Background: an optimization exercise with open tools, aiming at small area, a short achievable clock period and few clock cycles per item. Do not read the settings as production practice. RTL that was checked went through simulation tests only; none was proved equivalent to the original. For run 5, only the layout was checked, not whether the RTL still works. No activity file was given, so power comes from the tool's default toggle rates.

===== flow/config.mk =====
export PLATFORM = sky130hd
export DESIGN_NAME = thermal_quant
export DESIGN_NICKNAME = thermal_quant
export VERILOG_FILES = /design/flow/design.v
export SDC_FILE = /design/flow/constraint.sdc
export NUM_CORES = 4
export LEC_CHECK = 0
export ABC_AREA = 1
export CAP_MARGIN = 20
export CORE_MARGIN = 2
export CORE_UTILIZATION = 40
export CTS_BUF_LIST = sky130_fd_sc_hd__clkbuf_8
export SLEW_MARGIN = 20

===== flow/constraint.sdc =====
create_clock -name core_clock -period 45.0 [get_ports {clk}]
set_input_delay 9.0000 -clock core_clock [delete_from_list [all_inputs] [get_ports {clk}]]
set_output_delay 9.0000 -clock core_clock [all_outputs]
set_load 0.01 [all_outputs]

===== flow/design.v =====
module thermal_q_enc (
    input  wire        en,          
    input  wire [31:0] temp,
    output wire [8:0]  word,
    output wire        nan
);
    wire        sign = temp[31];
    wire [7:0]  e    = temp[30:23];
    wire [22:0] f    = temp[22:0];
    assign nan = en & (&e) & (|f);
    wire e_gt = e[7] & (|e[6:3] | (e[2] & (e[1] | e[0])));
    wire e_eq = e[7] & ~|e[6:3] & e[2] & ~e[1] & ~e[0];
    wire f_gt = f[22] | (f[21] & |f[20:0]);
    wire above = e_gt | (e_eq & f_gt);
    wire tiny = ~e[7] & ~(&e[6:3] & (e[2] | e[1]));
    wire [23:0] m = {1'b1, f};
    wire [16:2] c;                            
    assign c[2] = 1'b0;
    genvar i;
    generate
        for (i = 2; i < 16; i = i + 1) begin : lo
            assign c[i+1] = (m[i] & m[i-2]) | (c[i] & (m[i] | m[i-2]));
        end
    endgenerate
    wire [10:0] ha = {3'b000, m[23:16]};
    wire [10:0] hb = {1'b0, m[23:14]};
    wire [11:0] hc;
    wire [10:0] s5;
    assign hc[0] = c[16];
    generate
        for (i = 0; i < 11; i = i + 1) begin : hi
            assign s5[i]   = ha[i] ^ hb[i] ^ hc[i];
            assign hc[i+1] = (ha[i] & hb[i]) | (hc[i] & (ha[i] | hb[i]));
        end
    endgenerate
    wire [3:0]  k  = 4'd4 - e[3:0];
    wire [10:0] t1 = k[0] ? {1'b0, s5[10:1]}  : s5;
    wire [10:0] t2 = k[1] ? {2'b0, t1[10:2]}  : t1;
    wire [10:0] t4 = k[2] ? {4'b0, t2[10:4]}  : t2;
    wire [9:0]  t  = k[3] ? {7'b0, t4[10:8]}  : t4[9:0];
    wire [9:0]  ic;
    wire [8:0]  r;
    assign ic[0] = t[0];
    generate
        for (i = 0; i < 9; i = i + 1) begin : inc
            assign r[i]    = t[i+1] ^ ic[i];
            assign ic[i+1] = t[i+1] & ic[i];
        end
    endgenerate
    wire zero = ~en | (&e & |f) | sign | tiny;
    assign word = zero ? 9'd0 : above ? 9'd400 : r;
endmodule
module thermal_q_dec (
    input  wire [15:0] word,
    output wire [30:0] temp         
);
    wire        one = (word[15:1] == 15'd0) & word[0];
    wire        nz  = |word;
    wire [15:0] w   = {word[15:2], word[1] | one, word[0] & ~one};
    wire [2:0]  rc [0:16];
    wire [15:0] qq;
    assign rc[16] = 3'b000;
    genvar j;
    generate
        for (j = 15; j >= 0; j = j - 1) begin : div
            wire [2:0] a = rc[j+1];
            wire       b = w[j];
            assign qq[j]    = a[1] & (a[0] | b);
            assign rc[j][2] = a[0] & ~(~a[2] & a[1] & b) & ~(a[2] & ~b);
            assign rc[j][1] = (~a[2] & a[0]) | (a[2] & ~a[0] & ~b) | (a[0] & b);
            assign rc[j][0] = (~a[2] & b) | (a[1] & ~b);
        end
    endgenerate
    wire [13:0] q = qq[13:0];       
    wire [2:0]  r = rc[0];
    reg  [3:0]  pb;                 
    always @* begin
        case (r)
            3'b001:  pb = 4'b0011;
            3'b110:  pb = 4'b0110;
            3'b111:  pb = 4'b1001;
            3'b011:  pb = 4'b1100;
            default: pb = 4'b0000;
        endcase
    end
    wire        z8 = ~|q[13:6];
    wire [13:0] qa = z8 ? {q[5:0], pb, pb} : q;
    wire        z4 = ~|qa[13:10];
    wire [13:0] qb = z4 ? {qa[9:0], pb} : qa;
    wire        z2 = ~|qb[13:12];
    wire [13:0] qc = z2 ? {qb[11:0], pb[3:2]} : qb;
    wire        z1 = ~qc[13];
    wire [13:0] qn = z1 ? {qc[12:0], z2 ? pb[1] : pb[3]} : qc;
    reg  [9:0]  f;
    always @* begin
        case ({r, z2, z1})
            {3'b001, 2'd0}, {3'b110, 2'd3}, {3'b111, 2'd1}, {3'b011, 2'd2}: f = 10'd205;
            {3'b001, 2'd1}, {3'b110, 2'd0}, {3'b111, 2'd2}, {3'b011, 2'd3}: f = 10'd410;
            {3'b001, 2'd3}, {3'b110, 2'd2}, {3'b111, 2'd0}, {3'b011, 2'd1}: f = 10'd614;
            {3'b001, 2'd2}, {3'b110, 2'd1}, {3'b111, 2'd3}, {3'b011, 2'd0}: f = 10'd819;
            default: f = 10'd0;
        endcase
    end
    wire [3:0]  s    = {z8, z4, z2, z1};
    reg  [7:0]  expo;
    always @* begin
        case (s)
            4'd0: expo = 8'd139;
            4'd1: expo = 8'd138;
            4'd2: expo = 8'd137;
            4'd3: expo = 8'd136;
            4'd4: expo = 8'd135;
            4'd5: expo = 8'd134;
            4'd6: expo = 8'd133;
            4'd7: expo = 8'd132;
            4'd8: expo = 8'd131;
            4'd9: expo = 8'd130;
            4'd10: expo = 8'd129;
            4'd11: expo = 8'd128;
            4'd12: expo = 8'd127;
            4'd13: expo = 8'd126;
            4'd14: expo = 8'd125;
            4'd15: expo = 8'd124;
        endcase
        if (one) expo = 8'd123;
    end
    assign temp = {expo & {8{nz}}, qn[12:0], f};
endmodule
module thermal_quant (
    input  wire        clk,
    input  wire        rst,           
    input  wire        in_valid,
    output wire        in_ready,
    input  wire        in_op,         
    input  wire [31:0] in_data,       
    output wire        out_valid,
    input  wire        out_ready,
    output wire [31:0] out_data,      
    output wire        out_nan        
);
    reg        skd_free, cmd_valid, rsp_valid;    
    reg [32:0] skd, cmd;              
    reg [30:0] rsp_data;
    reg        rsp_nan;
    wire [8:0]  enc_word;
    wire        enc_nan;
    wire [30:0] dec_temp;
    thermal_q_enc u_enc (
        .en   (!cmd[32]),
        .temp (cmd[31:0]),
        .word (enc_word),
        .nan  (enc_nan)
    );
    thermal_q_dec u_dec (
        .word (cmd[15:0] & {16{cmd[32]}}),
        .temp (dec_temp)
    );
    wire   skd_valid = !skd_free;
    assign in_ready = skd_free;
    wire   accept   = in_valid && skd_free;
    wire   ld_rsp   = !rsp_valid || out_ready;
    wire   ld_cmd   = !cmd_valid || ld_rsp;
    always @(posedge clk) begin
        if (rst) begin
            skd_free  <= 1'b1;
            cmd_valid <= 1'b0;
            rsp_valid <= 1'b0;
        end else begin
            if (ld_rsp)
                rsp_valid <= cmd_valid;
            if (ld_cmd)
                cmd_valid <= skd_valid || accept;
            skd_free  <= ld_cmd || (skd_free && !accept);
        end
    end
    always @(posedge clk) begin
        if (skd_free)
            skd <= {in_op, in_data};
        if (ld_cmd)
            cmd <= skd_valid ? skd : {in_op, in_data};
        if (ld_rsp) begin
            rsp_data <= dec_temp | {22'd0, enc_word};
            rsp_nan  <= enc_nan;
        end
    end
    assign out_valid = rsp_valid;
    assign out_data  = {1'b0, rsp_data};
    assign out_nan   = rsp_nan;
endmodule

===== flow/flow/run.sh =====
#!/bin/bash
# Layout flow: the standard synthesis, the same synthesis with an area-oriented
# ABC script (used when its registers match the standard synthesis's exactly),
# then the standard layout with plain buf_1 buffers on the ports.
set -euo pipefail
W=$PWD
R=results/sky130hd/thermal_quant/base

# 1. The standard synthesis: the reference for the registers.
bash standard.sh "WORK_HOME=$W/orfs_ref" synth > synth_ref.log 2>&1

# 2. The same synthesis with flow/area.abc as ABC's script.
NET=$W/orfs_ref/$R/1_2_yosys.v
if MY_ABC_SCRIPT=$W/flow/area.abc bash standard.sh "WORK_HOME=$W/orfs_area" \
     "SYNTH_SCRIPT=$W/flow/synth.tcl" synth > synth_area.log 2>&1; then
  regs() { grep -oE '^ *sky130_fd_sc_hd__[a-z0-9_]*df[a-z0-9_]* [^ ]+' "$1" | sed 's/^ *//; s/_[0-9]* / /' | sort; }
  regs "$NET" > regs_ref.txt
  regs "$W/orfs_area/$R/1_2_yosys.v" > regs_area.txt
  if cmp -s regs_ref.txt regs_area.txt && [ -s regs_ref.txt ]; then
    NET=$W/orfs_area/$R/1_2_yosys.v
  fi
fi
echo "netlist: $NET" > netlist_used.txt

# 3. The standard layout of that netlist.
bash standard.sh "SYNTH_NETLIST_FILES=$NET" \
  "BUFFER_PORTS_ARGS=-buffer_cell sky130_fd_sc_hd__buf_1" \
  "SETUP_SLACK_MARGIN=${MARGIN:-34.9}" finish > layout.log 2>&1

===== flow/flow/area.abc =====
strash
&get -n
&deepsyn -I 4 -J 50
&put
strash
&get -n
&dch -f
&nf -p -R 1000
&put

===== flow/flow/synth.tcl =====
# The standard synthesis script (synth_recipe.tcl), with ABC's mapping script
# replaced by flow/area.abc (an area-oriented mapping).
proc synth {args} { yosys synth -nofsm -noshare {*}$args }
proc abc {args} {
  set i [lsearch -exact $args -script]
  if {$i >= 0} { lset args [expr {$i + 1}] $::env(MY_ABC_SCRIPT) }
  yosys abc {*}$args
}
source $::env(SCRIPTS_DIR)/synth.tcl
# left out here: clear keep_hierarchy, flatten, clean up, hide names made inside functions, write 1_2_yosys.v

===== flow/standard.sh =====
#!/bin/bash
# synth_recipe.tcl (not shown) runs the flow's synth.tcl, then flattens the netlist and writes it again
# the make line also repeats each setting of config.mk as NAME=value (left out here)
make -C /OpenROAD-flow-scripts/flow DESIGN_CONFIG=/design/flow/config.mk WORK_HOME=/design/flow/orfs CLKGATE_MAP_FILE= SYNTH_SCRIPT=/design/flow/synth_recipe.tcl "${@:-finish}"

==> reports/results.txt, run 1 <==
largest net degree at the start of global routing - 36
status - finished clean
layout overhead on the synthesized area - 12.5%
root buffer cell - clkbuf_8
worst vdd ir - 0.0125 mV
n_diodes - 0
Arr. time, crit path - 9.92 ns
Placer Congestion - 0.882
Initial DRC Count - 214
Final Max Slew Viols - 0
Post-DP HPWL - 7.91 mm
# rows - 42
via count - 4096
RSZ-0062 raised after global routing - false
critical path class - in2reg
Avg Inst Size Synth - 10.3 sq um
worst skew pair latency - 0.39 ns
GR Util All Layers - 15.6%
final number of hold-violating endpoints - 0
hold buffer count at CTS - 0
crit share post-route - 22.1%
number of global-route vias before repair - 3826
H-tree Lvls - 3
Worst setup EP type - flop
TritonCTS buffer count - 9
Syn Nets - 595
critical path fanouts, max - 30
minimum clock period - 9.95 ns
share of layout cells above drive strength 1 - 3.56%
clock sinks - 99
Die Y - 121 um
Leak - 0.00235 uW
Cells after Synth - 530
CP Launch Type - input port
worst hold slack - 0.464 ns
Final Util - 46.2%
clock skew - 0.0105 ns
max_cap viols - 0
pwr dens - 43.7 nW/um^2
initial antenna violation count - 0
CORE AREA - 13300 sq um
DRC Markers - 0
Clock Path Buffers - 2
Least-Margin Pin Slew - 0.565 ns
DP Area - 5940 sq um
Clock Pin Slew Worst Setup and Hold Paths - 0.09 ns
Critical Path RT - 44.97 ns
io pins - 72
max_slew headroom - 62.3%
Cells after DPL - 776
WL/cell - 13.1 um
DRT Pass-1 Iters - 4
DIE AREA - 14600 sq um
Setup TNS Final - 0 ns
Initial Utilization - 41.0%
Synth Cell Area - 5460 sq um
CTS tree - built
FMAX - 101 MHz
first-pass GRT wire length - 18.0 mm
port buffer count - 70
Total Wirelength - 10.4 mm
Final #Nets - 678
DRT antenna net count - 0
post-route cell area - 6140 sq um
gr ovfl total - 0
Layout Cells excl Fill - 794
setup violators final - 0
Die X - 121 um
yosys warns - 0
DR vias/cell - 5.16
Hold Path Class - reg2reg
==> routing by layer <==
metal | wire length [um] | part of all wire (%) | up-vias | track usage [%]
met1 | 5150 | 50 | 1878 | 21.9
met5 | 0 | 0 | - | 0
met3 | 437 | 4.2 | 15 | 2.92
li1 | - | - | 2112 | -
met2 | 4570 | 44 | 91 | 23.2
met4 | 227 | 2.2 | 0 | 7.49
==> timing repair <==
item,in CTS,in global routing
setup buffers,0,2
setup endpoints to repair,0,9
gates resized for setup,0,4
==> placed cells by master, fill, tap and decap left out, types with 7 or more instances in the layout <==
cell,instances
nand2b_1,7
o21ai_0,47
clkinv_1,28
dfxtp_1,36
nor3_1,11
clkbuf_8,9
mux2_1,42
ha_1,21
buf_1,70
edfxtp_1,63
nor2b_1,11
a21oi_1,31
fa_1,7
nand2_1,44
nor2_1,60
and2_0,9
o22ai_1,16
mux2i_1,20
o21a_1,7
==> layout make-up <==
| cell class | instances | area, sq um |
|---|---|---|
| Clock buffer | 9 | 124 |
| Clock inverter | 7 | 45.0 |
| Fill cell | 1305 | 7160 |
| Inverter | 30 | 118 |
| Multi-Input combinational cell | 398 | 2720 |
| Sequential cell | 99 | 2610 |
| Tap cell | 176 | 220 |
| Timing Repair Buffer | 75 | 300 |
==> stage by stage <==
stage                     setup WS (ns)  total power, uW
after floorplan                   34.80              194
after global placement            34.55              218
after detailed placement          34.48              220
after CTS                         34.93              271
after global routing              34.96              289
final                             35.05              268
==> registers in the layout, summed over array words and instances (netlist names) <==
register,flops
skd_free,1
skd,33
cmd,33
cmd_valid,1
rsp_nan,1
rsp_valid,1
rsp_data,29
==> path summary, 6_finish.rpt <==
path | startpoint | end | slack (ns) | cells past startpoint
max | out_ready | rsp_data[22] | 35.05 | 3
min | skd[2] | skd[2] | 0.46 | 1
min reg2reg | skd[2] | skd[2] | 0.46 | 1
max reg2reg | cmd[15] | rsp_data[5] | 36.25 | 44
==> worst max-delay path: stages <==
cell	delay, ns
buf_1	0.07
nor2b_1	0.32
clkinv_2	0.50
==> report_power, final <==
group          internal [uW]  switching [uW]  total (uW)
sequential               117            5.95         123
clock                   20.0            30.0        49.9
combinational           37.0            58.3        95.3
Testbench counts, summed over its fixed seeds: cycles 12,304, items 12,288.
==> run 2, diff against run 1 <==
--- a/flow/config.mk
+++ b/flow/config.mk
@@ -11,3 +11,5 @@
 export CORE_UTILIZATION = 40
-export CTS_BUF_LIST = sky130_fd_sc_hd__clkbuf_8
+export CTS_BUF_LIST = sky130_fd_sc_hd__clkbuf_16
+export CTS_CLUSTER_DIAMETER = 200
+export CTS_CLUSTER_SIZE = 50
 export SLEW_MARGIN = 20
==> run 2 against run 1 <==
Sequential share of layout area is 0.69 points lower; cell count stayed put; largest power group unchanged; cell area up 1.7%; still clean; critical endpoint is now rsp_data[29].
==> reports/results.txt, run 2 <==
Crit path max-delay family - buffers and inverters
Leak - 0.00239 uW
share of layout cells above drive strength 1 - 3.56%
Filler cells - 1285
final number of hold-violating endpoints - 0
Clock Path Buffers - 2
yosys warns - 0
worst skew pair latency - 0.35 ns
met2 GRT Util - 23.3%
CP cell instances - buf_1 > nor2b_1 > clkinv_2
critical path fanouts, max - 30
commonest non-fill, non-tap cell in the layout - buf_1
CORE AREA - 13300 sq um
Least-Margin Pin Slew - 0.567 ns
DR vias/cell - 5.15
largest registers - cmd x33, skd x33, rsp_data x29
most frequent cells in the layout - buf_1 (70), edfxtp_1 (63), nor2_1 (60), o21ai_0 (47), nand2_1 (44)
Final #Nets - 678
Cells after Synth - 530
RSZ-0062 raised after global routing - false
Hold Path Class - reg2reg
number of global-route vias before repair - 3821
CP max stage delay - 0.50 ns
root buffer cell - clkbuf_16
Int Pwr - 191 uW
gr ovfl total - 0
H-tree Lvls - 3
Arr. time, crit path - 9.92 ns
combinational power share - 33.1%
status - finished clean
Crit-path slowest cell - clkinv_2
CP Launch Type - input port
Buf+Inv Stages, Crit Path - 2
minimum clock period - 9.98 ns
layout overhead on the synthesized area - 14.3%
Clock power frac - 24.1%
Synth Cell Area - 5460 sq um
WL/cell - 13.1 um
via count - 4093
setup violators final - 0
max_cap viols - 0
Total Wirelength - 10.4 mm
pwr dens - 46.1 nW/um^2
busiest layer in global routing - met2
# rows - 42
R2R depth - 44
Critical Path Stages - 3
largest net degree at the start of global routing - 36
Setup TNS Final - 0 ns
Clock Pin Slew Worst Setup and Hold Paths - 0.06 ns
initial antenna violation count - 0
Initial DRC Count - 209
Switching Share - 33.5%
Final Power - 288 uW
port buffer count - 70
first-pass GRT wire length - 18.1 mm
critical path class - in2reg
Hold Crit Depth - 1
worst vdd ir - 0.0179 mV
Flop pwr share - 42.7%
io pins - 72
Initial Utilization - 41.0%
Post-DP HPWL - 7.91 mm
FMAX - 100 MHz
Worst setup EP type - flop
Final Max Slew Viols - 0
DRC Markers - 0
DIE AREA - 14600 sq um
Critical Path RT - 44.94 ns
Die Y - 121 um
DRT antenna net count - 0
M3 GR Usage - 4.06%
clock skew - 0.00912 ns
GR Util All Layers - 15.7%
worst hold slack - 0.458 ns
Placer Congestion - 0.882
DRT Pass-1 Iters - 4
TritonCTS buffer count - 9
GRT met1 Usage - 21.9%
n_diodes - 0
crit share post-route - 22.2%
clock sinks - 99
Die X - 121 um
CTS tree - built
max_slew headroom - 62.2%
Net Sw Power - 96.4 uW
Avg Inst Size Synth - 10.3 sq um
Syn Nets - 595
## run 2: changes by cell type in the layout (fill, tap and decap cells not counted)
cell       change
clkbuf_16      +9
clkbuf_8       -9
## run 2: path summary, 6_finish.rpt
path / start / endpoint / slack, ns
max: out_ready / rsp_data[29] / 35.02
min reg2reg: skd[4] / skd[4] / 0.46
max reg2reg: cmd[15] / rsp_data[5] / 36.23
min: skd[4] / skd[4] / 0.46
## run 2: through the flow
stage / cell area, sq um / cells / worst slack (ns) / util (%)
detailed placement: 5940 / 776 / 34.48 / 44.7
global route: 6240 / 794 / 34.93 / 46.9
CTS: 6220 / 792 / 35.03 / 46.8
floorplan: 5460 / 530 / 34.80 / -
global placement: 5940 / 776 / 34.55 / 44.7
finish: 6240 / 794 / 35.02 / 46.9
## run 2: per-layer routing
metal	vias up	share of wire, %	wire length (um)
met3	9	4.3	449
met1	1875	50	5220
li1	2116	-	-
met2	93	44	4630
met4	0	1.3	132
met5	-	0	0
## run 2: layout make-up
type                            count  area, sq um  share of cell area [%]
Tap cell                          176          220                    3.53
Clock inverter                      7         45.0                   0.722
Timing Repair Buffer               75          300                    4.81
Inverter                           30          118                    1.89
Multi-Input combinational cell    398         2720                    43.6
Clock buffer                        9          225                    3.61
Sequential cell                    99         2610                    41.9
## run 2: power by group through the flow
stage                     registers (uW)  logic, uW  clock network (uW)
after CTS                            124       94.9                71.6
after detailed placement             126       94.0                   0
after global placement               125       93.4                   0
after global routing                 125        110                75.1
after floorplan                      131       62.8                   0
final                                123       95.4                69.4
## run 2: timing repair
action | 4_1_cts | 5_1_grt
gates cloned | 0 | 0
pin swaps | 0 | 0
setup endpoints to repair | 1 | 8
buffers inserted | 0 | 2
gates resized for setup | 1 | 3
hold buffers | 0 | 0
hold endpoints to repair | 0 | 0
## run 2: worst register-to-register path, delay by kind of cell, from the launching register on
kind | cells | cell delay, ns
AOI/OAI and AO/OA | 17 | 3.11
xor gates and xnor gates | 1 | 0.16
adders and majority gates | 1 | 0.40
buffers and inverters | 4 | 0.74
DFF | 1 | 0.48
and+or+nand+nor | 21 | 3.66
==> run 3, diff against run 2 <==
--- a/flow/config.mk
+++ b/flow/config.mk
@@ -11,5 +11,3 @@
 export CORE_UTILIZATION = 40
-export CTS_BUF_LIST = sky130_fd_sc_hd__clkbuf_16
-export CTS_CLUSTER_DIAMETER = 200
-export CTS_CLUSTER_SIZE = 50
+export CTS_BUF_LIST = sky130_fd_sc_hd__clkbuf_2 sky130_fd_sc_hd__clkbuf_4 sky130_fd_sc_hd__clkbuf_8
 export SLEW_MARGIN = 20
==> run 3 against run 2 <==
Setup slack better by 0.031 ns; maximum frequency rose by 0.31%; register-to-register slack better by 0.02 ns.
==> reports/results.txt, run 3 <==
Avg Inst Size Synth - 10.3 sq um
Least-Margin Pin Slew - 0.565 ns
CTS tree - built
worst vdd ir - 0.0125 mV
n_diodes - 0
DRT Pass-1 Iters - 5
Crit Reg-Reg Endpoint - rsp_data[5]
max_cap viols - 0
CORE AREA - 13300 sq um
Die Y - 121 um
Hold Crit Depth - 1
Clock Pin Slew Worst Setup and Hold Paths - 0.09 ns
hold endpoint - skd[2]
H-tree Lvls - 3
number of global-route vias before repair - 3826
clock skew - 0.0106 ns
Clock Path Buffers - 2
Flop pwr share - 45.5%
critical path class - in2reg
critical path fanouts, max - 30
via count - 4098
final number of hold-violating endpoints - 0
Int Pwr - 176 uW
Post-DP HPWL - 7.91 mm
WL/cell - 13.1 um
commonest non-fill, non-tap cell in the layout - buf_1
hold buffer count at CTS - 0
DRT antenna net count - 0
worst skew pair latency - 0.38 ns
DR vias/cell - 5.16
largest net degree at the start of global routing - 36
Final #Nets - 678
root buffer cell - clkbuf_8
GR Util All Layers - 15.6%
share of layout cells above drive strength 1 - 3.88%
Synth Cell Area - 5460 sq um
hold path start - skd[2]
TritonCTS buffer count - 9
R2R depth - 44
RSZ-0062 raised after global routing - false
Syn Nets - 595
Cells after Synth - 530
Final Max Slew Viols - 0
Layout Cells excl Fill - 794
Total Wirelength - 10.4 mm
setup violators final - 0
FMAX - 101 MHz
Final Power - 270 uW
first-pass GRT wire length - 18.0 mm
# rows - 42
Net Sw Power - 94.1 uW
Setup TNS Final - 0 ns
gr ovfl total - 0
Initial Utilization - 41.0%
initial antenna violation count - 0
pwr dens - 43.9 nW/um^2
DIE AREA - 14600 sq um
max_slew headroom - 62.3%
port buffer count - 70
largest registers - cmd x33, skd x33, rsp_data x29
crit share post-route - 22.1%
Initial DRC Count - 214
Arr. time, crit path - 9.92 ns
Clock power frac - 19.1%
yosys warns - 0
FF/Latch Area - 2610 sq um
DRC Markers - 0
area of the multi-input gates - 2720 sq um
Filler cells - 1304
Leak - 0.00234 uW
io pins - 72
worst hold slack - 0.464 ns
RR Startpoint - cmd[15]
combinational power share - 35.3%
Hold Path Class - reg2reg
Critical Path RT - 44.97 ns
Placer Congestion - 0.882
Die X - 121 um
Worst R2R Setup Slack - 36.25 ns
Worst setup EP type - flop
Cells after DPL - 776
layout overhead on the synthesized area - 12.6%
Switching Share - 34.9%
CP Launch Type - input port
status - finished clean
most frequent cells in the layout - buf_1 (70), edfxtp_1 (63), nor2_1 (60), o21ai_0 (47), nand2_1 (44)
minimum clock period - 9.95 ns
clock sinks - 99
## run 3: cell types whose count changed in the layout (fill, tap and decap cells not counted), sizes merged
cell / previous run / this run
inv: 4 / 2
clkbuf: 9 / 11
## run 3: per-stage QoR
step                      setup WS, ns  area [sq um]  util (%)
after CTS                        34.93          6120      46.0
after floorplan                  34.80          5460         -
final                            35.05          6140      46.2
after global placement           34.55          5940      44.7
after global routing             34.96          6140      46.2
after detailed placement         34.48          5940      44.7
## run 3: power groups by stage
stage	combinational (uW)	clock (uW)	sequential, uW
final	95.3	51.6	123
after detailed placement	94.0	0	126
after global routing	110	56.5	125
after floorplan	62.8	0	131
after CTS	94.9	53.8	123
after global placement	93.4	0	125
## run 3: layout make-up
type	count	share of cell area, %
Sequential cell	99	42.5
Inverter	30	1.91
Clock inverter	5	0.611
Tap cell	176	3.58
Clock buffer	11	2.26
Timing Repair Buffer	75	4.89
Multi-Input combinational cell	398	44.2
## run 3: timing repair
action	4_1_cts	5_1_grt
buffers inserted	0	2
endpoints found under the setup margin	0	9
gates resized for setup	0	4
## run 3: worst max-delay path by stage
| stage | slack [ns] | end | start |
|---|---|---|---|
| detailed placement | 34.48 | skd_free | out_ready |
| floorplan | 34.80 | skd_free | out_ready |
| finish | 35.05 | rsp_data[22] | out_ready |
| global route | 34.96 | rsp_data[5] | cmd[14] |
| global placement | 34.55 | skd_free | out_ready |
| CTS | 34.93 | skd_free | out_ready |
## run 3: critical path, stage by stage
cell	delay, ns
buf_1	0.07
nor2b_1	0.32
clkinv_2	0.50
## run 3: layer usage
metal  track usage [%]  part of all wire [%]  vias to the layer above
li1                  -                     -                     2112
met1              21.9                    49                     1879
met2              23.2                    44                       92
met3              2.92                   4.3                       15
met4              7.49                   2.2                        0
met5                 0                     0                        -
==> run 4, diff against run 3 <==
--- a/flow/config.mk
+++ b/flow/config.mk
@@ -11,3 +11,3 @@
 export CORE_UTILIZATION = 40
-export CTS_BUF_LIST = sky130_fd_sc_hd__clkbuf_2 sky130_fd_sc_hd__clkbuf_4 sky130_fd_sc_hd__clkbuf_8
+export CTS_BUF_LIST = sky130_fd_sc_hd__clkbuf_4 sky130_fd_sc_hd__clkbuf_8
 export SLEW_MARGIN = 20
==> run 4 against run 3 <==
Still clean; clock skew unchanged; hold slack unchanged; combinational power about the same.
==> reports/results.txt, run 4 <==
max_cap viols - 0
DIE AREA - 14600 sq um
Clock Pin Slew Worst Setup and Hold Paths - 0.09 ns
Final #Nets - 678
yosys warns - 0
critical path fanouts, max - 30
GR Util All Layers - 15.6%
DRT antenna net count - 0
Syn Nets - 595
minimum clock period - 9.95 ns
final number of hold-violating endpoints - 0
share of layout cells above drive strength 1 - 3.88%
DRT Pass-1 Iters - 5
Synth Cell Area - 5460 sq um
critical path class - in2reg
max_slew headroom - 62.3%
TritonCTS buffer count - 9
Setup TNS Final - 0 ns
commonest non-fill, non-tap cell in the layout - buf_1
Initial DRC Count - 214
CTS tree - built
most frequent cells in the layout - buf_1 (70), edfxtp_1 (63), nor2_1 (60), o21ai_0 (47), nand2_1 (44)
Clock Path Buffers - 2
setup violators final - 0
Buf+Inv Stages, Crit Path - 2
CP max stage delay - 0.50 ns
worst skew pair latency - 0.38 ns
Critical Path RT - 44.97 ns
Initial Utilization - 41.0%
port buffer count - 70
n_diodes - 0
hold buffer count at CTS - 0
H-tree Lvls - 3
CORE AREA - 13300 sq um
root buffer cell - clkbuf_8
RSZ-0062 raised after global routing - false
Least-Margin Pin Slew - 0.565 ns
CP Launch Type - input port
Die X - 121 um
DR vias/cell - 5.16
FF/Latch Area - 2610 sq um
Die Y - 121 um
crit share post-route - 22.1%
Post-DP HPWL - 7.91 mm
Filler cells - 1304
initial antenna violation count - 0
largest net degree at the start of global routing - 36
number of global-route vias before repair - 3826
FMAX - 101 MHz
via count - 4098
# rows - 42
Avg Inst Size Synth - 10.3 sq um
Hold Path Class - reg2reg
area of the multi-input gates - 2720 sq um
Worst setup EP type - flop
io pins - 72
largest registers - cmd x33, skd x33, rsp_data x29
Arr. time, crit path - 9.92 ns
Final Max Slew Viols - 0
RR Startpoint - cmd[15]
worst hold slack - 0.464 ns
first-pass GRT wire length - 18.0 mm
status - finished clean
Placer Congestion - 0.882
Cells after Synth - 530
CP cell instances - buf_1 > nor2b_1 > clkinv_2
worst vdd ir - 0.0125 mV
clock skew - 0.0106 ns
gr ovfl total - 0
pwr dens - 43.9 nW/um^2
Critical Path Start - out_ready
WL/cell - 13.1 um
Leak - 0.00234 uW
Total Wirelength - 10.4 mm
hold path start - skd[2]
layout overhead on the synthesized area - 12.6%
DRC Markers - 0
Final Util - 46.2%
Crit-path slowest cell - clkinv_2
Crit path max-delay family - buffers and inverters
clock sinks - 99
## run 4: cell counts in the layout (fill, tap and decap cells not counted)
Identical to the previous run, type by type.
## run 4: worst reg2reg max path: cells and delay by family (launching register included)
kind,cells,cell delay (ns)
flops,1,0.49
simple gates,21,3.65
buf+inv,4,0.74
compound gates,17,3.09
xor+xnor,1,0.16
fa+ha+maj,1,0.39
## run 4: stage by stage
step,power (uW),setup WS (ns),instances,instance area (sq um)
CTS,272,34.93,792,6120
global route,291,34.96,794,6140
global placement,218,34.55,776,5940
floorplan,194,34.80,530,5460
finish,270,35.05,794,6140
detailed placement,220,34.48,776,5940
## run 4: path summary, 6_finish.rpt
kind / endpoint / slack, ns / cells past startpoint
max: rsp_data[22] / 35.05 / 3
min: skd[2] / 0.46 / 1
max reg2reg: rsp_data[5] / 36.25 / 44
min reg2reg: skd[2] / 0.46 / 1
## run 4: layout make-up
cell class	instances	share of cell area [%]
Clock buffer	11	2.26
Clock inverter	5	0.611
Inverter	30	1.91
Multi-Input combinational cell	398	44.2
Sequential cell	99	42.5
Tap cell	176	3.58
Timing Repair Buffer	75	4.89
## run 4: power breakdown
part	leakage, uW	switching, uW	internal, uW
logic	0.00127	58.3	37.0
clock network	0.0000951	29.9	21.6
registers	0.000977	5.94	117
## run 4: what timing repair did
action,CTS,global route
resized for setup,0,4
setup buffers,0,2
endpoints found under the setup margin,0,9
## run 4: routing by layer
metal  up-vias  GRT usage, %  share of wire, %  wire, um
li1       2112             -                 -         -
met1      1879          21.9                49      5130
met2        92          23.2                44      4570
met3        15          2.92               4.3       449
met4         0          7.49               2.2       227
met5         -             0                 0         0
==> run 5, diff against run 4 <==
--- a/flow/design.v
+++ b/flow/design.v
@@ -142,3 +142,3 @@
     reg [32:0] skd, cmd;              
-    reg [30:0] rsp_data;
+    reg [28:0] rsp_data;              
     reg        rsp_nan;
@@ -181,3 +181,3 @@
         if (ld_rsp) begin
-            rsp_data <= dec_temp | {22'd0, enc_word};
+            rsp_data <= {dec_temp[30:29], dec_temp[26:0] | {18'd0, enc_word}};
             rsp_nan  <= enc_nan;
@@ -186,3 +186,3 @@
     assign out_valid = rsp_valid;
-    assign out_data  = {1'b0, rsp_data};
+    assign out_data  = {1'b0, rsp_data[28:27], {2{rsp_data[27]}}, rsp_data[26:0]};
     assign out_nan   = rsp_nan;
--- a/flow/config.mk
+++ b/flow/config.mk
@@ -11,3 +11,3 @@
 export CORE_UTILIZATION = 40
-export CTS_BUF_LIST = sky130_fd_sc_hd__clkbuf_4 sky130_fd_sc_hd__clkbuf_8
+export CTS_BUF_LIST = sky130_fd_sc_hd__clkbuf_8
 export SLEW_MARGIN = 20
==> run 5 against run 4 <==
Cell count shrank 0.38%; still clean; global-route usage is essentially flat; synthesized area is the same; die area is the same; cell area shrank 0.16%; synthesized cell count is the same.
==> reports/results.txt, run 5 <==
largest registers - cmd x33, skd x33, rsp_data x29
# rows - 42
Hold Path Class - reg2reg
n_diodes - 0
first-pass GRT wire length - 18.1 mm
Initial Utilization - 41.0%
Crit Reg-Reg Endpoint - rsp_data[5]
clock skew - 0.00957 ns
TritonCTS buffer count - 9
worst vdd ir - 0.0167 mV
CTS tree - built
io pins - 72
Clock Pin Slew Worst Setup and Hold Paths - 0.09 ns
max_cap viols - 0
Final Max Slew Viols - 0
crit share post-route - 22.1%
critical path class - in2reg
GRT met1 Usage - 21.3%
Filler cells - 1305
FMAX - 100 MHz
DRT antenna net count - 0
Post-DP HPWL - 8.01 mm
M3 GR Usage - 2.55%
Net Sw Power - 92.8 uW
Total Wirelength - 10.4 mm
Critical Path End - rsp_data[27]
initial antenna violation count - 0
RR Startpoint - cmd[32]
Worst R2R Setup Slack - 36.10 ns
gr ovfl total - 0
DRC Markers - 0
busiest layer in global routing - met2
pwr dens - 44.3 nW/um^2
setup violators final - 0
Critical Path RT - 44.97 ns
GR Util All Layers - 15.6%
number of global-route vias before repair - 3878
worst hold slack - 0.461 ns
DR vias/cell - 5.14
Least-Margin Pin Slew - 0.595 ns
met2 GRT Util - 23.7%
commonest non-fill, non-tap cell in the layout - buf_1
max_slew headroom - 60.3%
Placer Congestion - 0.889
Switching Share - 34.2%
worst skew pair latency - 0.38 ns
final number of hold-violating endpoints - 0
Arr. time, crit path - 9.93 ns
FF/Latch Area - 2610 sq um
status - finished clean
Syn Nets - 595
Post-CTS Setup Bufs - 0
area of the multi-input gates - 2720 sq um
Worst setup EP type - flop
combinational power share - 35.0%
clock sinks - 99
Cells after Synth - 530
Clock Path Buffers - 2
Die Y - 121 um
most frequent cells in the layout - buf_1 (70), edfxtp_1 (63), nor2_1 (60), o21ai_0 (46), nand2_1 (44)
post-CTS resize count - 1
critical path fanouts, max - 30
port buffer count - 70
H-tree Lvls - 3
CORE AREA - 13300 sq um
via count - 4063
Critical Path Start - out_ready
Setup TNS Final - 0 ns
Die X - 121 um
Clock power frac - 19.8%
layout overhead on the synthesized area - 12.4%
root buffer cell - clkbuf_8
RSZ-0062 raised after global routing - false
Avg Inst Size Synth - 10.3 sq um
WL/cell - 13.2 um
Final #Nets - 676
CP Launch Type - input port
R2R depth - 41
minimum clock period - 9.96 ns
Synth Cell Area - 5460 sq um
Int Pwr - 179 uW
share of layout cells above drive strength 1 - 3.09%
hold buffer count at CTS - 0
Leak - 0.00234 uW
DIE AREA - 14600 sq um
DRT Pass-1 Iters - 5
largest net degree at the start of global routing - 36
Initial DRC Count - 238
Flop pwr share - 45.3%
Final Power - 272 uW
yosys warns - 0
[run 5: through the flow]
stage / instances / utilization, % / worst slack [ns] / area, sq um
6_report: 791 / 46.1 / 35.04 / 6130
5_1_grt: 791 / 46.1 / 34.95 / 6130
4_1_cts: 791 / 46.1 / 35.04 / 6130
3_5_place_dp: 776 / 44.7 / 34.45 / 5940
3_3_place_gp: 776 / 44.7 / 34.56 / 5940
2_1_floorplan: 530 / - / 34.80 / 5460
[run 5: worst min-delay path by stage]
stage / slack [ns] / start / depth (start not counted) / end
finish: 0.46 / skd[6] / 1 / skd[6]
global route: 0.49 / skd[26] / 1 / skd[26]
CTS: 0.47 / skd[6] / 1 / skd[6]
detailed placement: 0.45 / skd[6] / 1 / skd[6]
global placement: 0.44 / skd[23] / 1 / skd[23]
floorplan: 0.43 / skd[0] / 1 / skd[0]
[run 5: final cells by class]
cell class / count / share of cell area (%)
repair buffers: 73 / 4.65
clock buffers: 9 / 2.02
clock inverters: 6 / 0.938
flip-flops and latches: 99 / 42.6
inverters: 30 / 1.92
multi-input cells: 398 / 44.3
well taps: 176 / 3.59
[run 5: routing by layer]
layer	share of wire, %	vias to the layer above	routed length, um
met1	49	1863	5120
li1	-	2108	-
met2	44	79	4620
met3	4.2	13	436
met5	0	-	0
met4	2.2	0	231
[run 5: power groups by stage]
stage          Clock (uW)  Combinational [uW]  Sequential, uW
6_report             53.7                95.0             123
5_1_grt              59.3                 109             125
4_1_cts              56.6                95.0             123
3_5_place_dp            0                94.1             125
3_3_place_gp            0                93.3             125
2_1_floorplan           0                62.8             131
[run 5: worst max-delay path, stage by stage]
cell and delay [ns]:
buf_1 0.07, nor2b_1 0.33, clkinv_2 0.51
==> run 6, diff against run 5 <==
--- a/flow/design.v
+++ b/flow/design.v
@@ -142,3 +142,3 @@
     reg [32:0] skd, cmd;              
-    reg [28:0] rsp_data;              
+    reg [30:0] rsp_data;
     reg        rsp_nan;
@@ -181,3 +181,3 @@
         if (ld_rsp) begin
-            rsp_data <= {dec_temp[30:29], dec_temp[26:0] | {18'd0, enc_word}};
+            rsp_data <= dec_temp | {22'd0, enc_word};
             rsp_nan  <= enc_nan;
@@ -186,3 +186,3 @@
     assign out_valid = rsp_valid;
-    assign out_data  = {1'b0, rsp_data[28:27], {2{rsp_data[27]}}, rsp_data[26:0]};
+    assign out_data  = {1'b0, rsp_data};
     assign out_nan   = rsp_nan;
--- a/flow/flow/run.sh
+++ b/flow/flow/run.sh
@@ -3,3 +3,4 @@
 # ABC script (used when its registers match the standard synthesis's exactly),
-# then the standard layout with plain buf_1 buffers on the ports.
+# then the standard layout with plain buf_1 buffers on the ports. The area
+# synthesis leaves adders to ABC (no full/half-adder cells).
 set -euo pipefail
@@ -14,3 +15,3 @@
 if MY_ABC_SCRIPT=$W/flow/area.abc bash standard.sh "WORK_HOME=$W/orfs_area" \
-     "SYNTH_SCRIPT=$W/flow/synth.tcl" synth > synth_area.log 2>&1; then
+     "SYNTH_SCRIPT=$W/flow/synth.tcl" "ADDER_MAP_FILE=" synth > synth_area.log 2>&1; then
   regs() { grep -oE '^ *sky130_fd_sc_hd__[a-z0-9_]*df[a-z0-9_]* [^ ]+' "$1" | sed 's/^ *//; s/_[0-9]* / /' | sort; }
==> run 6 against run 5 <==
Total power is 15% higher; critical path depth decreased by 2; global-route usage increased by 0.60 points; clock skew grew 0.0033 ns; critical path type is now reg2out.
==> reports/results.txt, run 6 <==
Crit-path slowest cell - edfxtp_1
Worst setup EP type - output port
Die X - 119 um
Die Y - 119 um
largest net degree at the start of global routing - 36
Critical Path RT - 36.00 ns
WL/cell - 13.8 um
Initial DRC Count - 237
CP cell instances - buf_1
yosys warns - 0
setup violators final - 0
Filler cells - 1327
Arr. time, crit path - 0.97 ns
Worst R2R Setup Slack - 35.99 ns
layout overhead on the synthesized area - 13.3%
Syn Nets - 578
commonest non-fill, non-tap cell in the layout - buf_1
root buffer cell - clkbuf_8
Initial Utilization - 40.6%
port buffer count - 70
Clock Pin Slew Worst Setup and Hold Paths - 0.09 ns
H-tree Lvls - 3
Leak - 0.00224 uW
gr ovfl total - 0
Setup TNS Final - 0 ns
DRT Pass-1 Iters - 4
via count - 4219
CORE AREA - 13100 sq um
Critical Path Start - rsp_data[29]
Final Max Slew Viols - 0
worst skew pair latency - 0.38 ns
Crit path max-delay family - flip-flops
io pins - 72
most frequent cells in the layout - buf_1 (70), edfxtp_1 (63), nor2_1 (58), nand2_1 (57), a21oi_1 (55)
critical path class - reg2out
CP max stage delay - 0.43 ns
largest registers - cmd x33, skd x33, rsp_data x29
first-pass GRT wire length - 18.5 mm
Placer Congestion - 0.934
RSZ-0062 raised after global routing - false
minimum clock period - 9.97 ns
final number of hold-violating endpoints - 0
DIE AREA - 14300 sq um
clock sinks - 99
crit share post-route - 22.2%
Final #Nets - 661
number of global-route vias before repair - 3941
Hold Path Class - reg2reg
status - finished clean
max_cap viols - 0
Cells after DPL - 786
DR vias/cell - 5.24
Buf+Inv Stages, Crit Path - 1
clock skew - 0.0129 ns
R2R depth - 43
RR Startpoint - cmd[15]
Final Power - 313 uW
TritonCTS buffer count - 9
GR Util All Layers - 16.2%
pwr dens - 51.8 nW/um^2
Critical Path End - out_data[27]
Total Wirelength - 11.1 mm
Synth Cell Area - 5330 sq um
critical path fanouts, max - 3
Layout Cells excl Fill - 805
Avg Inst Size Synth - 9.85 sq um
CP Launch Type - flop
Post-DP HPWL - 8.59 mm
share of layout cells above drive strength 1 - 3.82%
n_diodes - 0
DRT antenna net count - 0
hold buffer count at CTS - 0
max_slew headroom - 49.8%
Critical Path Stages - 1
Least-Margin Pin Slew - 0.748 ns
Cells after Synth - 541
CTS tree - built
Clock Path Buffers - 2
area of the multi-input gates - 2690 sq um
Final Util - 46.0%
Crit Reg-Reg Endpoint - rsp_data[4]
initial antenna violation count - 0
# rows - 42
DRC Markers - 0
FF/Latch Area - 2610 sq um
worst vdd ir - 0.0177 mV
FMAX - 100 MHz
==> run 6: worst reg2reg max path: cells and delay by family, from the launching register on <==
family	cells	cell delay [ns]
compound gates	17	3.74
flops	1	0.58
simple gates	22	3.93
xor+xnor	2	0.36
buf+inv	2	0.18
==> run 6: area by class of cell <==
type,count,area share (%)
clock buffers,10,2.28
flip-flops and latches,99,43.3
multi-input cells,428,44.5
repair buffers,75,4.97
inverters,11,0.705
clock inverters,6,0.622
well taps,176,3.65
==> run 6: metal layers <==
layer / share of wire, % / wire (um) / GRT usage (%) / vias up
li1: - / - / - / 2180
met1: 48 / 5320 / 21.1 / 1947
met2: 47 / 5260 / 26.1 / 84
met3: 3.7 / 417 / 3.64 / 8
met4: 1.1 / 127 / 6.47 / 0
met5: 0 / 0 / 0 / -
==> run 6: worst min-delay path by stage <==
stage	start	end	slack, ns	cells after the start
after floorplan	skd[0]	skd[0]	0.43	1
after global placement	skd[30]	skd[30]	0.44	1
after detailed placement	skd[27]	skd[27]	0.44	1
after CTS	skd[27]	skd[27]	0.47	1
after global routing	skd[0]	skd[0]	0.48	1
final	skd[0]	skd[0]	0.46	1
==> run 6: stage by stage <==
| step | worst slack [ns] | hold WS [ns] | cell area, sq um |
|---|---|---|---|
| floorplan | 34.80 | 0.429 | 5330 |
| global placement | 34.56 | 0.439 | 5810 |
| detailed placement | 34.46 | 0.445 | 5810 |
| CTS | 35.00 | 0.467 | 5990 |
| global route | 34.91 | 0.480 | 6040 |
| finish | 35.03 | 0.463 | 6040 |
==> run 6: timing repair <==
action	4_1_cts	5_1_grt
pin swaps	0	1
gates resized for setup	1	3
setup buffers	0	3
setup endpoints to repair	1	21
==> run 6: where the power goes <==
group	internal [uW]	switching (uW)	leakage [uW]
sequential	121	6.24	0.000971
clock	21.7	29.9	0.0000968
combinational	50.2	83.3	0.00117
total	193	119	0.00224
Testbench counts of run 6, summed over its fixed seeds: cycles 12,304, items 12,288.
==> run 7, diff against run 6 <==
--- a/flow/flow/area.abc
+++ b/flow/flow/area.abc
@@ -9 +9,11 @@
 &put
+strash
+&get -n
+&dch -f
+&nf -p -R 1000
+&put
+strash
+&get -n
+&dch -f
+&nf -p -R 1000
+&put
--- a/flow/config.mk
+++ b/flow/config.mk
@@ -10,3 +10,3 @@
 export CORE_MARGIN = 2
-export CORE_UTILIZATION = 40
+export CORE_UTILIZATION = 70
 export CTS_BUF_LIST = sky130_fd_sc_hd__clkbuf_8
==> run 7 against run 6 <==
Total power increased by 3.4%; die area down 42%; synthesized area fell by 0.89%; critical path depth increased by 2; clock skew up 0.0016 ns; first-iteration DRC count grew 13%; utilization up 35 points; combinational power rose by 4%; sequential cell count unchanged; wire length up 9.8%; critical path type is now in2reg; largest cell class unchanged; highest routed layer unchanged.
==> reports/results.txt, run 7 <==
Final Power - 323 uW
R2R depth - 46
port buffer count - 70
Die X - 90.9 um
DRC Markers - 0
Worst setup EP type - flop
gr ovfl total - 0
pwr dens - 54.8 nW/um^2
Final Max Slew Viols - 0
Synth Cell Area - 5280 sq um
clock sinks - 99
first-pass GRT wire length - 19.9 mm
RSZ-0062 raised after global routing - true
Setup TNS Final - 0 ns
Layout Cells excl Fill - 716
clock skew - 0.0145 ns
# rows - 31
Hold Path Class - reg2reg
layout overhead on the synthesized area - 11.7%
CORE AREA - 7290 sq um
critical path class - in2reg
worst vdd ir - 0.0381 mV
DR vias/cell - 6.16
DRT antenna net count - 0
TritonCTS buffer count - 9
Initial DRC Count - 268
Die Y - 90.9 um
Filler cells - 435
largest net degree at the start of global routing - 36
via count - 4412
final number of hold-violating endpoints - 0
DIE AREA - 8250 sq um
io pins - 72
critical path fanouts, max - 30
worst skew pair latency - 0.37 ns
status - finished clean
share of layout cells above drive strength 1 - 4.05%
Arr. time, crit path - 10.07 ns
max_slew headroom - 57.6%
Cells after Synth - 527
initial antenna violation count - 0
Initial Utilization - 72.4%
area of the multi-input gates - 2620 sq um
largest registers - cmd x33, skd x33, rsp_data x29
commonest non-fill, non-tap cell in the layout - buf_1
DRT Pass-1 Iters - 6
Post-DP HPWL - 8.58 mm
WL/cell - 17.1 um
setup violators final - 0
CP Launch Type - input port
Placer Congestion - 0.909
Least-Margin Pin Slew - 0.631 ns
Total Wirelength - 12.2 mm
Avg Inst Size Synth - 10.0 sq um
n_diodes - 0
Critical Path RT - 44.96 ns
Leak - 0.00224 uW
GR Util All Layers - 30.3%
Clock Pin Slew Worst Setup and Hold Paths - 0.10 ns
CTS tree - built
most frequent cells in the layout - buf_1 (70), nand2_1 (63), edfxtp_1 (63), nor2_1 (58), a21oi_1 (57)
Syn Nets - 564
number of global-route vias before repair - 4139
H-tree Lvls - 3
minimum clock period - 10.11 ns
crit share post-route - 22.5%
Clock Path Buffers - 2
root buffer cell - clkbuf_8
FMAX - 98.9 MHz
FF/Latch Area - 2610 sq um
Hold Crit Depth - 1
max_cap viols - 0
yosys warns - 0
Final #Nets - 649
Cells after DPL - 697
## run 7: worst max-delay path, stage by stage
cell and delay, ns:
buf_1 0.09, nor2b_1 0.41, clkinv_2 0.55
## run 7: worst paths after layout
kind                                start      endpoint  slack [ns]
worst min register to register     skd[6]        skd[6]        0.47
worst max register to register    cmd[13]   rsp_data[4]       36.02
worst max-delay path            out_ready  rsp_data[10]       34.89
worst min-delay path               skd[6]        skd[6]        0.47
## run 7: metal layers
metal / vias up / global-route usage [%] / part of all wire, % / wire length (um)
met3: 26 / 4.59 / 5.3 / 644
met2: 208 / 54.5 / 51 / 6210
li1: 2128 / - / - / -
met1: 2050 / 37.3 / 42 / 5100
met5: - / 0 / 0 / 0
met4: 0 / 9.85 / 2.2 / 263
## run 7: repair_timing
item / 4_1_cts / 5_1_grt
endpoints found under the setup margin: 1 / 36
buffers inserted: 0 / 3
hold buffers: 0 / 0
resized for setup: 1 / 0
## run 7: final cells by class
cell class / count / area share, %
repair buffers: 77 / 5.34
well taps: 99 / 2.10
flip-flops and latches: 99 / 44.3
clock buffers: 10 / 2.33
inverters: 8 / 0.530
clock inverters: 6 / 0.954
multi-input cells: 417 / 44.5
## run 7: report_power, final
part           total, uW  internal (uW)  switching [uW]
Clock               56.5           22.8            33.7
Combinational        139           51.8            87.2
Sequential           128            121            6.57
Total                323            196             127
## run 7: metrics by stage
stage                     hold WS [ns]  setup WS, ns  instance area (sq um)  util, %
final                            0.469         34.89                   5900     80.9
after global routing             0.492         34.85                   5900     80.9
after CTS                        0.469         34.95                   5880     80.6
after global placement           0.436         34.55                   5680     77.9
after floorplan                  0.429         34.80                   5280        -
after detailed placement         0.444         34.41                   5680     77.9
==> run 8, diff against run 7 <==
--- a/flow/config.mk
+++ b/flow/config.mk
@@ -10,3 +10,3 @@
 export CORE_MARGIN = 2
-export CORE_UTILIZATION = 70
+export CORE_UTILIZATION = 60
 export CTS_BUF_LIST = sky130_fd_sc_hd__clkbuf_8
==> run 8 against run 7 <==
Utilization fell by 12 points; clock skew rose by 0.0032 ns; first-iteration DRC count fell by 53%; synthesized area did not move; largest cell class unchanged.
==> reports/results.txt, run 8 <==
status - finished clean
M3 GR Usage - 3.87%
Hold Path Class - reg2reg
DIE AREA - 9570 sq um
layout overhead on the synthesized area - 12.4%
initial antenna violation count - 0
Avg Inst Size Synth - 10.0 sq um
GRT met1 Usage - 32.7%
# rows - 34
most frequent cells in the layout - buf_1 (70), nand2_1 (63), edfxtp_1 (63), nor2_1 (58), a21oi_1 (57)
Clock Pin Slew Worst Setup and Hold Paths - 0.12 ns
met2 GRT Util - 39.4%
io pins - 72
H-tree Lvls - 3
TritonCTS buffer count - 9
minimum clock period - 10.02 ns
CP max stage delay - 0.53 ns
worst vdd ir - 0.0285 mV
max_slew headroom - 47.1%
DRC Markers - 0
hold buffer count at CTS - 0
Die Y - 97.8 um
CP Launch Type - input port
critical path class - in2reg
Worst setup EP type - flop
root buffer cell - clkbuf_8
gr ovfl total - 0
number of global-route vias before repair - 4020
share of layout cells above drive strength 1 - 4.05%
setup violators final - 0
clock skew - 0.0177 ns
dpl ws - 34.50 ns
crit share post-route - 22.3%
combinational power share - 42.0%
commonest non-fill, non-tap cell in the layout - buf_1
Initial Utilization - 61.1%
Critical Path RT - 44.95 ns
Total Wirelength - 11.3 mm
CORE AREA - 8640 sq um
Final #Nets - 649
pwr dens - 54.5 nW/um^2
Cells after Synth - 527
Final Power - 323 uW
Initial DRC Count - 126
Placer Congestion - 0.848
largest registers - cmd x33, skd x33, rsp_data x29
max_cap viols - 0
Leak - 0.00225 uW
Switching Share - 39.4%
Net Sw Power - 127 uW
Clock power frac - 18.5%
busiest layer in global routing - met2
port buffer count - 70
CP cell instances - buf_1 > nor2b_1 > clkinv_2
Syn Nets - 564
via count - 4229
WL/cell - 15.5 um
worst hold slack - 0.469 ns
DR vias/cell - 5.83
clock sinks - 99
Int Pwr - 196 uW
Least-Margin Pin Slew - 0.788 ns
CTS tree - built
largest net degree at the start of global routing - 36
DRT Pass-1 Iters - 4
GR Util All Layers - 23.9%
setup ws final - 34.98 ns
Die X - 97.8 um
DRT antenna net count - 0
FMAX - 99.8 MHz
Clock Path Buffers - 2
Crit-path slowest cell - clkinv_2
Arr. time, crit path - 9.97 ns
Setup TNS Final - 0 ns
RSZ-0062 raised after global routing - false
final number of hold-violating endpoints - 0
Flop pwr share - 39.5%
Final Max Slew Viols - 0
first-pass GRT wire length - 18.7 mm
critical path fanouts, max - 30
Synth Cell Area - 5280 sq um
n_diodes - 0
yosys warns - 0
Post-DP HPWL - 8.36 mm
worst skew pair latency - 0.37 ns
[run 8: cell count changes in the layout (fill, tap and decap cells not counted), sizes merged]
cell and delta:
clkinv +2, clkbuf -1, inv -1
[run 8: power by group through the flow]
stage	clock network, uW	logic (uW)	registers, uW
floorplan	0	94.9	136
global placement	0	131	129
detailed placement	0	135	130
CTS	61.0	135	128
global route	64.4	154	129
finish	59.8	136	128
[run 8: path summary, 6_finish.rpt]
kind                  start      endpoint  slack (ns)  depth (start not counted)
setup / recovery  out_ready  rsp_data[22]       34.98                          3
hold / removal      skd[24]       skd[24]        0.47                          1
setup reg to reg    cmd[13]   rsp_data[8]       36.05                         46
hold reg to reg     skd[24]       skd[24]        0.47                          1
[run 8: area by class of cell]
class | instances | area (sq um)
clock buffer | 9 | 124
clock inverter | 7 | 93.8
fill | 712 | 2700
inverter | 8 | 31.3
multi-input combinational | 417 | 2620
sequential | 99 | 2610
tap | 108 | 135
timing repair buffer | 77 | 315
[run 8: timing repair]
item | 4_1_cts | 5_1_grt
resized for setup | 0 | 1
setup buffers | 0 | 4
endpoints found under the setup margin | 0 | 5
[run 8: critical path: cells and delay by family]
| kind | cells | cell delay, ns |
|---|---|---|
| buffers and inverters | 2 | 0.60 |
| AND/OR/NAND/NOR | 1 | 0.33 |
[run 8: metrics by stage]
| stage | instance area [sq um] | instances | util (%) |
|---|---|---|---|
| floorplan | 5280 | 527 | - |
| global placement | 5680 | 705 | 65.8 |
| detailed placement | 5680 | 705 | 65.8 |
| CTS | 5900 | 721 | 68.3 |
| global route | 5930 | 725 | 68.7 |
| finish | 5930 | 725 | 68.7 |
[run 8: routing by layer]
metal	part of all wire, %	up-vias
li1	-	2120
met1	46	1958
met2	48	140
met3	5.0	11
met4	1.3	0
met5	0	-
==> run 9, diff against run 8 <==
--- a/flow/flow/run.sh
+++ b/flow/flow/run.sh
@@ -28,2 +28,2 @@
   "BUFFER_PORTS_ARGS=-buffer_cell sky130_fd_sc_hd__buf_1" \
-  "SETUP_SLACK_MARGIN=${MARGIN:-34.9}" finish > layout.log 2>&1
+  "SETUP_SLACK_MARGIN=${MARGIN:-34.95}" finish > layout.log 2>&1
--- a/flow/config.mk
+++ b/flow/config.mk
@@ -10,3 +10,3 @@
 export CORE_MARGIN = 2
-export CORE_UTILIZATION = 60
+export CORE_UTILIZATION = 40
 export CTS_BUF_LIST = sky130_fd_sc_hd__clkbuf_8
==> run 9 against run 8 <==
Clock skew down 0.0011 ns; synthesized area unchanged; global-route usage down 8.7 points; non-clock buffer count down 1; die area up 48%; maximum frequency up 0.60%; combinational power about the same; cell area up 0.61%; critical path depth up 1; setup slack better by 0.060 ns; hold slack worse by 0.0064 ns; largest cell class unchanged; highest routed layer unchanged.
==> reports/results.txt, run 9 <==
Syn Nets - 564
dpl ws - 34.46 ns
largest registers - cmd x33, skd x33, rsp_data x29
combinational power share - 42.8%
Final Util - 46.7%
Die X - 119 um
worst hold slack - 0.463 ns
n_diodes - 0
share of layout cells above drive strength 1 - 3.90%
Arr. time, crit path - 10.24 ns
Flop pwr share - 40.3%
R2R depth - 47
status - finished clean
worst skew pair latency - 0.38 ns
Clock power frac - 16.9%
setup violators final - 0
Initial DRC Count - 261
GR Util All Layers - 15.2%
Hold Crit Depth - 1
hold endpoint - skd[9]
via count - 4151
setup ws final - 35.04 ns
DP Area - 5760 sq um
RR Startpoint - cmd[13]
Worst R2R Setup Slack - 35.95 ns
Least-Margin Pin Slew - 0.738 ns
DRT antenna net count - 0
Switching Share - 38.7%
H-tree Lvls - 3
critical path class - in2reg
clock skew - 0.0166 ns
FMAX - 100 MHz
Clock Pin Slew Worst Setup and Hold Paths - 0.11 ns
hold buffer count at CTS - 0
layout overhead on the synthesized area - 13.1%
io pins - 72
post-route cell area - 5970 sq um
Critical Path RT - 45.28 ns
Worst setup EP type - flop
Total Wirelength - 10.6 mm
RSZ-0062 raised after global routing - true
minimum clock period - 9.96 ns
Avg Inst Size Synth - 10.0 sq um
Cells after Synth - 527
most frequent cells in the layout - buf_1 (70), nand2_1 (63), edfxtp_1 (63), nor2_1 (58), a21oi_1 (57)
CTS tree - built
DRC Markers - 0
final number of hold-violating endpoints - 0
Net Sw Power - 122 uW
max_cap viols - 0
CP Launch Type - input port
max_slew headroom - 50.4%
Clock Path Buffers - 2
Leak - 0.00223 uW
DIE AREA - 14100 sq um
initial antenna violation count - 0
hold path start - skd[9]
Int Pwr - 194 uW
TritonCTS buffer count - 9
CORE AREA - 12800 sq um
WL/cell - 13.5 um
commonest non-fill, non-tap cell in the layout - buf_1
# rows - 41
Final Max Slew Viols - 0
Synth Cell Area - 5280 sq um
Critical Path Start - out_ready
Crit Reg-Reg Endpoint - rsp_data[4]
DRT Pass-1 Iters - 5
DR vias/cell - 5.27
Placer Congestion - 0.878
largest net degree at the start of global routing - 36
number of global-route vias before repair - 3702
pwr dens - 52.9 nW/um^2
crit share post-route - 22.1%
Hold Path Class - reg2reg
Setup TNS Final - 0 ns
worst vdd ir - 0.0239 mV
first-pass GRT wire length - 17.3 mm
gr ovfl total - 0
yosys warns - 0
root buffer cell - clkbuf_8
clock sinks - 99
Initial Utilization - 41.3%
Final #Nets - 648
critical path fanouts, max - 35
port buffer count - 70
Die Y - 119 um
Post-DP HPWL - 7.93 mm
[run 9: changes by cell type in the layout (fill, tap and decap cells not counted)]
cell / change
clkinv_8: -3
inv_4: +2
inv_6: +2
buf_4: -1
clkinv_4: -1
clkinvlp_4: +1
inv_12: -1
[run 9: cell type report]
| type | count | area (sq um) |
|---|---|---|
| timing repair buffer | 76 | 308 |
| clock inverter | 7 | 56.3 |
| multi-input combinational | 417 | 2620 |
| sequential | 99 | 2610 |
| clock buffer | 9 | 124 |
| fill | 1235 | 6800 |
| tap | 172 | 215 |
| inverter | 8 | 32.5 |
[run 9: layer usage]
layer	routed length (um)	GRT usage, %	vias to the layer above
li1	-	-	2115
met1	5360	21.2	1884
met2	4480	23.0	135
met3	547	2.73	17
met4	221	7.14	0
met5	0	0	-
[run 9: stage by stage]
step	power, uW	std cells
after floorplan	231	527
after global placement	261	769
after detailed placement	263	769
after CTS	317	785
after global routing	341	788
final	316	788
[run 9: how the worst max path moves through the flow]
stage                   endpoint  slack, ns  depth (start not counted)
global route            skd_free      34.94                          4
finish                  skd_free      35.04                          4
global placement        skd_free      34.53                          4
detailed placement      skd_free      34.46                          4
floorplan               skd_free      34.80                          3
CTS                 out_data[29]      35.02                          1
[run 9: critical path, cell delays in order]
cell	delay, ns
buf_1	0.07
nor2b_1	0.38
nand2_4	0.36
or3_1	0.44
[run 9: repair_timing]
item,4_1_cts,5_1_grt
setup endpoints to repair,1,36
buffers inserted,0,3
resized for setup,1,1
[run 9: power by group through the flow]
stage / registers [uW] / clock network, uW / logic (uW)
final: 127 / 53.5 / 135
after floorplan: 136 / 0 / 94.9
after CTS: 128 / 55.3 / 134
after global placement: 129 / 0 / 132
after detailed placement: 130 / 0 / 133
after global routing: 129 / 58.1 / 153
==> run 10, diff against run 9 <==
--- a/flow/flow/run.sh
+++ b/flow/flow/run.sh
@@ -28,2 +28,2 @@
   "BUFFER_PORTS_ARGS=-buffer_cell sky130_fd_sc_hd__buf_1" \
-  "SETUP_SLACK_MARGIN=${MARGIN:-34.95}" finish > layout.log 2>&1
+  "SETUP_SLACK_MARGIN=${MARGIN:-34.8}" finish > layout.log 2>&1
==> run 10 against run 9 <==
Critical path depth is 3 lower; still clean on timing, DRC and antenna; critical endpoint is now out_data[29]; combinational power hardly changed; cell area hardly changed; synthesized cell count stayed put; clock power hardly changed.
==> reports/results.txt, run 10 <==
status - finished clean
Leak - 0.00223 uW
layout overhead on the synthesized area - 13.1%
Placer Congestion - 0.878
DP Area - 5760 sq um
H-tree Lvls - 3
Initial Utilization - 41.3%
max_slew headroom - 50.4%
share of layout cells above drive strength 1 - 3.90%
clock sinks - 99
n_diodes - 0
Post-DP HPWL - 7.93 mm
Critical Path RT - 36.00 ns
most frequent cells in the layout - buf_1 (70), nand2_1 (63), edfxtp_1 (63), nor2_1 (58), a21oi_1 (57)
worst hold slack - 0.463 ns
DIE AREA - 14100 sq um
post-route cell area - 5970 sq um
WL/cell - 13.5 um
final number of hold-violating endpoints - 0
Die X - 119 um
io pins - 72
crit share post-route - 22.1%
Filler cells - 1235
Worst setup EP type - output port
Crit-path slowest cell - edfxtp_1
Least-Margin Pin Slew - 0.738 ns
Cells after Synth - 527
root buffer cell - clkbuf_8
commonest non-fill, non-tap cell in the layout - buf_1
setup violators final - 0
port buffer count - 70
CP max stage delay - 0.43 ns
critical path fanouts, max - 3
DR vias/cell - 5.27
Total Wirelength - 10.6 mm
area of the multi-input gates - 2620 sq um
first-pass GRT wire length - 17.3 mm
FF/Latch Area - 2610 sq um
Die Y - 119 um
CP cell instances - buf_1
number of global-route vias before repair - 3703
initial antenna violation count - 0
clock skew - 0.0166 ns
TritonCTS buffer count - 9
yosys warns - 0
largest net degree at the start of global routing - 36
Crit path max-delay family - flip-flops
Avg Inst Size Synth - 10.0 sq um
Initial DRC Count - 261
gr ovfl total - 0
pwr dens - 52.9 nW/um^2
CP Launch Type - flop
RSZ-0062 raised after global routing - false
Final #Nets - 648
minimum clock period - 9.95 ns
max_cap viols - 0
worst vdd ir - 0.0239 mV
DRC Markers - 0
worst skew pair latency - 0.38 ns
critical path class - reg2out
DRT Pass-1 Iters - 5
Setup TNS Final - 0 ns
Final Max Slew Viols - 0
Clock Path Buffers - 2
dpl ws - 34.46 ns
Buf+Inv Stages, Crit Path - 1
Arr. time, crit path - 0.95 ns
CORE AREA - 12800 sq um
via count - 4149
Clock Pin Slew Worst Setup and Hold Paths - 0.10 ns
# rows - 41
FMAX - 100 MHz
setup ws final - 35.05 ns
DRT antenna net count - 0
Hold Path Class - reg2reg
Synth Cell Area - 5280 sq um
GR Util All Layers - 15.2%
Syn Nets - 564
largest registers - cmd x33, skd x33, rsp_data x29
CTS tree - built
run 10: cell count changes in the layout (fill, tap and decap cells not counted), sizes merged:
cell,delta
clkinv,+1
inv,-1
run 10: final cells by class:
cell class                 instances  share of cell area (%)
clock buffer                       9                    2.08
clock inverter                     7                   0.943
inverter                           8                   0.524
multi-input combinational        417                    43.9
sequential                        99                    43.8
tap                              172                    3.61
timing repair buffer              76                    5.16
run 10: final timing paths:
kind                                    from            to  slack, ns  depth (start not counted)
worst max-delay path            rsp_data[29]  out_data[29]      35.05                          1
worst min-delay path                  skd[9]        skd[9]       0.46                          1
worst max register to register       cmd[13]   rsp_data[4]      35.95                         47
worst min register to register        skd[9]        skd[9]       0.46                          1
run 10: report_power, final:
part	switching (uW)	total, uW	internal [uW]
Clock	32.5	53.5	21.0
Sequential	6.17	127	121
Combinational	83.7	135	51.5
run 10: stage by stage:
| step | total power, uW | std cells | util (%) |
|---|---|---|---|
| final | 316 | 788 | 46.7 |
| after global routing | 341 | 788 | 46.7 |
| after CTS | 317 | 785 | 46.5 |
| after detailed placement | 263 | 769 | 45.1 |
| after global placement | 261 | 769 | 45.1 |
| after floorplan | 231 | 527 | - |
run 10: metal layers:
layer,track usage (%),wire length (um),share of wire [%],up-vias
li1,-,-,-,2115
met1,21.2,5360,50,1884
met2,23.0,4490,42,133
met3,2.73,545,5.1,17
met4,7.14,221,2.1,0
met5,0,0,0,-
run 10: what timing repair did:
| action | in CTS | in global routing |
|---|---|---|
| buffers inserted | 0 | 3 |
| setup endpoints to repair | 0 | 7 |
| hold buffers | 0 | 0 |
| resized for setup | 0 | 1 |

[port drivers added, routing unchanged]
No port has a modelled driver above. Below, the same layouts with a new extraction and two added sets of constraints.
Step 1 (the two cells are an assumption about what drives the block):
set clk [get_ports {clk}]
set_driving_cell -lib_cell sky130_fd_sc_hd__clkbuf_16 $clk
set_driving_cell -lib_cell sky130_fd_sc_hd__buf_2 [delete_from_list [all_inputs] $clk]
Step 2 moves the port delays by t, midway between the first and last clock arrival at a register: inputs arrive t later, outputs are due t later. That takes back most of the time a late clock gives input paths.
a / b / c = ideal ports / drivers / drivers and shift; a / b = the first two.
| run | shift t [ns] | slack for setup (ns) | worst hold slack (ns) | worst setup path at the end | worst register clock-pin slew, ns |
|---|---|---|---|---|---|
| run 1 | 0.412 | 35.051 / 35.037 / 34.652 | 0.464 / 0.464 / 0.464 | input to register | 0.09 / 0.09 |
| run 2 | 0.387 | 35.020 / 35.038 / 34.651 | 0.458 / 0.458 / 0.458 | input to register | 0.07 / 0.07 |
| run 3 | 0.412 | 35.051 / 35.037 / 34.652 | 0.464 / 0.464 / 0.464 | input to register | 0.09 / 0.09 |
| run 4 | 0.412 | 35.051 / 35.037 / 34.652 | 0.464 / 0.464 / 0.464 | input to register | 0.09 / 0.09 |
| run 5 | 0.406 | 35.040 / 35.051 / 34.647 | 0.461 / 0.461 / 0.461 | input to register | 0.09 / 0.09 |
| run 6 | 0.406 | 35.031 / 34.997 / 34.654 | 0.463 / 0.463 / 0.463 | input to register | 0.09 / 0.09 |
| run 7 | 0.396 | 34.892 / 34.904 / 34.509 | 0.469 / 0.469 / 0.469 | input to register | 0.11 / 0.11 |
| run 8 | 0.391 | 34.979 / 34.989 / 34.598 | 0.469 / 0.469 / 0.469 | input to register | 0.12 / 0.12 |
| run 9 | 0.407 | 35.038 / 35.015 / 34.644 | 0.463 / 0.463 / 0.463 | input to register | 0.11 / 0.11 |
| run 10 | 0.407 | 35.048 / 35.015 / 34.655 | 0.463 / 0.463 / 0.463 | input to register | 0.11 / 0.11 |
After both steps every run listed still meets setup and hold.
